This is an optimization exercise on Yosys and OpenROAD, whose aim is small area and few clock cycles, not a production implementation.
Only simulation tests tie the RTL to the original design; equivalence was not proved.

==> job 9023 <==
Design oscillator_bank_renderer, start of the top module:
module oscillator_bank_renderer (
    input  wire        clk,
    input  wire        rst,
    input  wire        cmd_valid,
    output wire        cmd_ready,
    input  wire [31:0] cmd_word,
    output wire        rsp_valid,
    input  wire        rsp_ready,
    output wire [31:0] rsp_data,
    output wire        smp_valid,
    input  wire        smp_ready,
    output wire [7:0]  smp_data
);
==> flow/config.mk <==
export PLATFORM = sky130hd
export DESIGN_NAME = oscillator_bank_renderer
export DESIGN_NICKNAME = oscillator_bank_renderer
export VERILOG_FILES = /design/flow/design.v
export SDC_FILE = /design/flow/constraint.sdc
export NUM_CORES = 4
export LEC_CHECK = 0
export CAP_MARGIN = 40
export CORE_MARGIN = 2
export CORE_UTILIZATION = 40
export CTS_CLUSTER_DIAMETER = 100
export CTS_CLUSTER_SIZE = 25
export SLEW_MARGIN = 40
==> flow/constraint.sdc <==
create_clock -name core_clock -period 20.0 [get_ports {clk}]
set_input_delay 4.0000 -clock core_clock [delete_from_list [all_inputs] [get_ports {clk}]]
set_output_delay 4.0000 -clock core_clock [all_outputs]
set_load 0.01 [all_outputs]
run.sh (not shown) runs the stock make flow with config.mk's settings and CLKGATE_MAP_FILE= SYNTH_SCRIPT=/design/flow/synth_recipe.tcl, a recipe that flattens the netlist after the stock synthesis.
==> job 7736 (differences from job 9023) <==
--- a/flow/design.v
+++ b/flow/design.v
@@ -123,16 +123,18 @@
                 radd[i] = a[i] ^ b[i] ^ c;
                 c = (a[i] & b[i]) | ((a[i] ^ b[i]) & c);
             end
             radd[16] = c;
         end
     endfunction
     wire accept = (st == S_IDLE) && cmd_valid;
     wire legal  = (cause == 4'd0);
+    wire [2:0] rs_j = rsp_reg[4:2];
+    wire [1:0] rs_k = rsp_reg[2:1];
     reg [31:0] rd_val;
     always @(*) begin
         rd_val = 32'd0;
         if (!rsp_zero) begin
             case (rsp_reg)
             8'h00: rd_val = {29'd0, timbre, psync};
             8'h01: rd_val = {24'd0, st_cause, 2'b00, st_ovf, st_ill};
             8'h02: rd_val = {16'd0, SLICE_LEN};
@@ -254,17 +256,17 @@
     wire  [15:0]      imm_m1 = radd(imm, 16'hFFFF, 1'b0);
     always @(*) begin
         for (int c = 0; c < 4; c++) begin
             logic [16:0] mid, d_es, d_se, asum, adiff, cn;
             logic        cy;
             seg_s[c]    = (start_r[c] == 16'd0) ? end_r[c] : start_r[c];
             seg_e[c]    = (end_r[c] == 16'd0) ? start_r[c] : end_r[c];
             d_es        = radd(seg_e[c], ~seg_s[c], 1'b1);
-            d_se        = radd(~d_es[15:0], 16'd0, 1'b1);       
+            d_se        = radd(seg_s[c], ~seg_e[c], 1'b1);
             g_up[c]     = d_es[16];
             g_dist[c]   = g_up[c] ? d_es[15:0] : d_se[15:0];
             mid         = radd(seg_s[c], seg_e[c], 1'b0);
             cur_init[c] = (imm == 16'd1) ? mid[16:1] : seg_s[c];
             asum        = radd(gl_acc[c], gl_r[c], 1'b0);
             adiff       = radd(asum[15:0], ~pl_nm1, 1'b1);
             cy          = asum[16] | adiff[16];
             cy_now[c]   = cy;
Settings changed: CAP_MARGIN 40 to 30, CTS_CLUSTER_DIAMETER 100 to 80, PLACE_DENSITY set to 0.7, SLEW_MARGIN 40 to 30.
==> summary.txt <==
- Routed wl met3: 76500 um
- Dpl hpwl: 494000 um
- Vias in the first global route: roughly 110k
- Status: complete, no violations
- Area of the multi-input gates: 0.0850 mm2
- Compound-Gate Fraction of Synth Area: 24.5%
- Min Clock Period, post-route: 17.16 ns
(the above is from job 9023)
==> summary.txt <==
- Min Clock Period, post-route: 17.41 ns
- Area share of the largest cell type after synthesis: between 10% and 20%
- Area of the multi-input gates: 0.0839 mm2
- Status: complete, no violations
- Vias in the first global route: ~110k
- Compound-Gate Fraction of Synth Area: 23.4%
- Routed wl met3: 82000 um
- Dpl hpwl: 451000 um
(the above is from job 7736)
Testbench counts of job 9023, summed over its fixed seeds: cycles 12,151.
Testbench counts of job 7736, summed over its fixed seeds: cycles 12,151.

---

==> run G: inputs <==
Another version of the RTL of oscillator_bank_renderer (not shown whole).
Settings: LEC_CHECK=0, CAP_MARGIN=20, CORE_MARGIN=2, CORE_UTILIZATION=40, SLEW_MARGIN=20; clock period 20.0 ns.
==> inputs of run B, as changes to run G <==
--- a/flow/design.v
+++ b/flow/design.v
@@ -44,16 +44,16 @@
     logic signed [7:0] out_r;
     logic             eng;         
     logic             pl_nr;       
     logic [1:0]       pl_src;
     logic [15:0]      pl_nm1;      
     logic [3:0]       g_upr;       
     logic [15:0]      pfin;        
-    logic [3:0][15:0] cur_nx;      
-    logic             nx_ok;       
+    logic [3:0]       gl_cy;       
+    logic             cy_ok;       
     logic [15:0]      pl_left;     
     logic             cur_ok;      
     logic [3:0]       gq_ok;       
     logic [3:0][15:0] gl_q;        
     logic [3:0][15:0] gl_r;        
     logic [3:0][15:0] gl_acc;      
     assign cmd_ready = (st == S_IDLE);
@@ -215,64 +215,48 @@
     wire [16:0] am_ng = radd(~am_ce[15:0], 16'd0, 1'b1);
     wire [15:0] am_mix = am_n ? am_ng[15:0] : {13'd0, am_fl};
     wire [16:0] fr_a = radd(sx(f_neg[0], f_mag[0]), sx(f_neg[1], f_mag[1]), f_neg[0]);
     wire [16:0] fr_b = radd(sx(f_neg[2], f_mag[2]), am_mix, f_neg[1]);
     wire [16:0] fr_c = radd(fr_a[15:0], fr_b[15:0], f_neg[2]);
     wire [7:0]  fric_sum = fr_c[7:0];
     logic [3:0][15:0] seg_s, seg_e, g_dist, cur_init, cur_next, acc_next;
-    logic [3:0]       g_up;
+    logic [3:0]       g_up, cy_now;
     wire  [15:0]      imm_m1 = radd(imm, 16'hFFFF, 1'b0);
     always @(*) begin
         for (int c = 0; c < 4; c++) begin
             logic [16:0] mid, d_es, d_se, asum, adiff, cn;
             logic        cy;
             seg_s[c]    = (start_r[c] == 16'd0) ? end_r[c] : start_r[c];
             seg_e[c]    = (end_r[c] == 16'd0) ? start_r[c] : end_r[c];
             d_es        = radd(seg_e[c], ~seg_s[c], 1'b1);
             d_se        = radd(seg_s[c], ~seg_e[c], 1'b1);
             g_up[c]     = d_es[16];
             g_dist[c]   = g_up[c] ? d_es[15:0] : d_se[15:0];
             mid         = radd(seg_s[c], seg_e[c], 1'b0);
             cur_init[c] = (imm == 16'd1) ? mid[16:1] : seg_s[c];
-            asum        = radd(gl_acc[c], gl_r[c], 1'b0);
+            asum        = radd(gl_acc[c], (c == 0) ? u_r[0] : gl_r[c], 1'b0);
             adiff       = radd(asum[15:0], ~pl_nm1, 1'b1);
             cy          = asum[16] | adiff[16];
+            cy_now[c]   = cy;
             acc_next[c] = cy ? adiff[15:0] : asum[15:0];
-            cn          = radd(cur_nx[c], gl_q[c] ^ {16{~g_upr[c]}}, cy ^ ~g_upr[c]);
+            cn          = radd(cur[c], ((c == 0) ? u_q[0] : gl_q[c]) ^ {16{~g_upr[c]}}, gl_cy[c] ^ ~g_upr[c]);
             cur_next[c] = cn[15:0];
         end
     end
     logic [3:0]       u_ld, u_env, u_busy, u_last, u_mute, u_job;   
     logic [3:0][15:0] u_x, u_dld, u_d, u_q, u_r, u_nq, u_nr, u_hp;
     logic [3:0][3:0]  u_ahi;
-    obr_divg u_div0 (
-        .clk    (clk),
-        .rst    (rst),
-        .ld     (u_ld[0]),
-        .x      (u_x[0]),
-        .d      (pl_nm1),
-        .qr     (u_q[0]),
-        .rem    (u_r[0]),
-        .busy   (u_busy[0]),
-        .last_q (u_last[0]),
-        .nq     (u_nq[0]),
-        .nrem   (u_nr[0])
-    );
-    assign u_mute[0] = 1'b0;
-    assign u_ahi[0]  = 4'd0;
-    assign u_hp[0]   = 16'd0;
-    assign u_d[0]    = pl_nm1;
     generate
-        for (g = 1; g < 4; g = g + 1) begin : g_div
+        for (g = 0; g < 4; g = g + 1) begin : g_div
             localparam [4:0] WK = (g == 1) ? 5'd16 : (g == 2) ? 5'd12 : 5'd9;
             obr_divu #(.W(WK)) u_div (
                 .clk    (clk),
                 .rst    (rst),
                 .ld     (u_ld[g]),
-                .ld_env (u_env[g]),
+                .ld_env (g == 0 ? 1'b0 : u_env[g]),
                 .x      (u_x[g]),
                 .d_ld   (u_dld[g]),
                 .d      (u_d[g]),
                 .p      (pfin),
                 .qr     (u_q[g]),
                 .rem    (u_r[g]),
                 .hp     (u_hp[g]),
@@ -290,18 +274,17 @@
     wire env_ready = !pl_buzz || (!(|u_busy[3:1]) && !(|u_job[3:1]));
     wire rend_last = (rstate == R_EMIT) && (rcnt == 18'd1) && smp_ready;
     wire rend_keep = (rstate == R_EMIT) && ((rcnt == 18'd2 && smp_ready) || (rcnt == 18'd1 && !smp_ready));
     wire rend_free = (rstate == R_OFF) || rend_last || rend_keep;
     wire w_go      = (st == S_RUN) && eng && (pl_left != 16'd0) && cur_ok && env_ready &&
                      (pl_nr || rend_free);
     wire more      = (pl_left != 16'd1);
-    wire g_at_w    = w_go && more && nx_ok;
-    wire g_late    = (st == S_RUN) && eng && (pl_left != 16'd0) && !cur_ok && nx_ok &&
+    wire g_at_w    = w_go && more && (&gq_ok) && cy_ok;
+    wire g_late    = (st == S_RUN) && eng && (pl_left != 16'd0) && !cur_ok && (&gq_ok) && cy_ok &&
                      !(pl_buzz && (|u_busy[3:1]));
-    wire nx_adv    = (st == S_RUN) && eng && !pl_nr && !nx_ok && (&gq_ok);
     wire g_go      = g_at_w || g_late;
     wire adv       = (rstate == R_FIRST) || ((rstate == R_EMIT) && smp_ready && (rcnt != 18'd1));
     wire a_play    = accept && legal && (op == OP_PLAY) && (imm != 16'd0) && (c_src != SRC_SIL);
     wire a_cenv    = accept && legal && (op == OP_CENV) && (c_src == SRC_BUZZ);
     always @(*) begin
         for (int c = 0; c < 4; c++) begin
             u_ld[c]  = 1'b0;
@@ -320,16 +303,16 @@
             end else if (c != 0 && a_cenv) begin
                 u_ld[c]  = 1'b1;
                 u_env[c] = 1'b1;
                 u_x[c]   = cur[c];
             end else if (c != 0 && pl_buzz && g_go) begin
                 u_ld[c]  = 1'b1;
                 u_env[c] = 1'b1;
-                u_x[c]   = cur_nx[c];
-                u_dld[c] = cur_nx[0];
+                u_x[c]   = cur_next[c];
+                u_dld[c] = cur_next[0];
             end else if (c != 0 && pl_buzz && w_go && more && !gq_ok[c]) begin
                 u_ld[c]  = 1'b1;
             end
         end
     end
     logic [3:1][15:0] k_flo, k_fhi, k_plo, k_phi;
     logic [3:1][4:0]  k_alo, k_ahi;
@@ -351,19 +334,23 @@
     end
     wire [16:0] pfin_nx  = radd(pfin, {cur[0][13:0], 2'b00}, 1'b0);
     wire [16:0] left_dec = radd(pl_left, 16'hFFFF, 1'b0);
     wire [16:0] rc_lo    = radd(rcnt[15:0], 16'hFFFF, 1'b0);
     wire [16:0] rc_hi    = radd({14'd0, rcnt[17:16]}, 16'hFFFF, rc_lo[16]);
     wire [17:0] rcnt_dec = {rc_hi[1:0], rc_lo[15:0]};
     always @(posedge clk) begin
+        gl_cy <= (&gq_ok) ? cy_now : 4'd0;
+        cy_ok <= !g_go;
         for (int c = 0; c < 4; c++) begin
             if (u_ld[c]) u_job[c] <= !u_env[c];
             if (u_job[c] && u_last[c] && !u_ld[c]) begin
-                gl_q[c]  <= u_nq[c];
-                gl_r[c]  <= u_nr[c];
+                if (c != 0) begin
+                    gl_q[c] <= u_nq[c];
+                    gl_r[c] <= u_nr[c];
+                end
                 gq_ok[c] <= 1'b1;
             end
         end
         if (rst || (accept && op == OP_RESET && legal)) begin
             osc_freq   <= '0;
             osc_phase  <= '0;
             osc_tmb    <= '0;
@@ -477,16 +464,14 @@
                                 pl_nm1  <= imm_m1;
                                 g_upr   <= g_up;
                                 pfin    <= osc_phase[0];
                                 pl_left <= imm;
                                 cur_ok  <= 1'b1;
                                 gq_ok   <= 4'd0;
                                 cur     <= cur_init;
-                                cur_nx  <= cur_init;
-                                nx_ok   <= 1'b0;
                                 gl_acc  <= '0;
                             end
                         end
                     end
                     default: ;    
                     endcase
                 end
@@ -511,21 +496,17 @@
             if (rstate == R_EMIT && smp_ready) rcnt <= rcnt_dec[17:0];
             if (rend_last && !w_go) begin
                 rstate <= R_OFF;
                 if (!eng || pl_left == 16'd0) st <= S_IDLE;
             end
             if (g_go) begin
                 for (int c = 0; c < 4; c++)
-                    if (!(c == 0 && pl_src == SRC_ASP)) cur[c] <= cur_nx[c];
-                cur_ok <= 1'b1;
-            end
-            if (g_go || nx_adv) begin
-                cur_nx <= cur_next;
+                    if (!(c == 0 && pl_src == SRC_ASP)) cur[c] <= cur_next[c];
                 gl_acc <= acc_next;
-                nx_ok  <= 1'b1;
+                cur_ok <= 1'b1;
             end
             if (w_go) begin
                 pl_left <= left_dec[15:0];
                 pfin    <= pfin_nx[15:0];
                 if (more && !g_at_w) cur_ok <= 1'b0;
                 if (pl_src == SRC_ASP) begin
                     cur[0]      <= 16'd0;
@@ -631,17 +612,17 @@
     wire [3:0]  s_q = {s1[16], s2[16], s3[16], s4[16]};
     assign nq   = {qr[11:0], s_q};
     assign nrem = s4[15:0];
     wire [16:0] h1 = radd({hp[11:0], 4'd0}, qr[0] ? p : 16'd0, 1'b0);
     wire [16:0] h2 = radd(h1[15:0], qr[1] ? {p[14:0], 1'b0} : 16'd0, 1'b0);
     wire [16:0] h3 = radd(h2[15:0], qr[2] ? {p[13:0], 2'd0} : 16'd0, 1'b0);
     wire [16:0] h4 = radd(h3[15:0], qr[3] ? {p[12:0], 3'd0} : 16'd0, 1'b0);
-    wire c1 = radd({4'd0, x[15:4]},   ~d_ld, 1'b1) >> 16;
-    wire c2 = radd({8'd0, x[15:8]},   ~d_ld, 1'b1) >> 16;
-    wire c3 = radd({12'd0, x[15:12]}, ~d_ld, 1'b1) >> 16;
+    wire c1 = ({4'd0, x[15:4]}   >= d_ld);
+    wire c2 = ({8'd0, x[15:8]}   >= d_ld);
+    wire c3 = ({12'd0, x[15:12]} >= d_ld);
     always @(posedge clk) begin
         if (rst) begin
             cnt <= 3'd0;
             ah  <= 1'b0;
             hv  <= 1'b0;
         end else if (ld) begin
             hp <= 16'd0;
==> comparison table <==
|  | run G | run B |
|---|---|---|
| Outcome | timing/DRC/antenna clean | timing/DRC/antenna clean |
| Std-Cell Rows | 200 | 199 |
| Last weighted congestion value of the routability-driven placer | 1.08 | 1.05 |
| Setup slack of the worst register-to-register path | 2.82 ns | 2.42 ns |
| Effective utilization at floorplan | 40.2% | 40.3% |
| Synth Area in Compound Gates | 21.8% | 21.3% |
| Final layout net count | 14712 | 15174 |
| Routed vias | 110814 | 111542 |
| Signal inverters | 1176 | 1128 |
| Placed standard-cell area | 0.125 mm2 | 0.124 mm2 |
| Sequential fraction of total cell area | 23.7% | 21.6% |
| Multiplexer fraction of the synthesized cell area | 6.61% | 7.13% |
| Multi-input gate area | 0.0811 mm2 | 0.0834 mm2 |
| Final design instance area without fill | 0.130 mm2 | 0.129 mm2 |
Testbench counts of run G, summed over its fixed seeds: cycles 13,606.
Testbench counts of run B, summed over its fixed seeds: cycles 12,956.

==> static timing again, ports no longer ideal <==
The results above use ideal ports. As a check the final layouts listed here were re-extracted and re-timed, cells and wires unchanged.
Step 1 (the two cells are an assumption about what drives the block):
set clk [get_ports {clk}]
set_driving_cell -lib_cell sky130_fd_sc_hd__clkbuf_16 $clk
set_driving_cell -lib_cell sky130_fd_sc_hd__buf_2 [delete_from_list [all_inputs] $clk]
Step 2 also shifts input and output timing later by t, the mid clock arrival at the registers, as if the neighbouring blocks saw the same clock.
Slacks: no drivers / after step 1 / after step 2; pairs: no drivers / after step 1.
run	shift t [ns]	setup WS [ns]	latest minus earliest clock arrival (ns)	worst data-port slew with drivers (ns)	cell pins on the clock port's net
job 9023	0.914	2.836 / 2.836 / 2.836	0.068 / 0.068	0.11	1
job 7736	0.933	2.591 / 2.591 / 2.591	0.113 / 0.113	0.10	1
run G	0.958	2.816 / 2.816 / 2.816	0.085 / 0.085	0.19	1
run B	0.992	2.418 / 2.418 / 2.418	0.061 / 0.061	0.05	1
After both steps setup and hold are still met in every run listed.
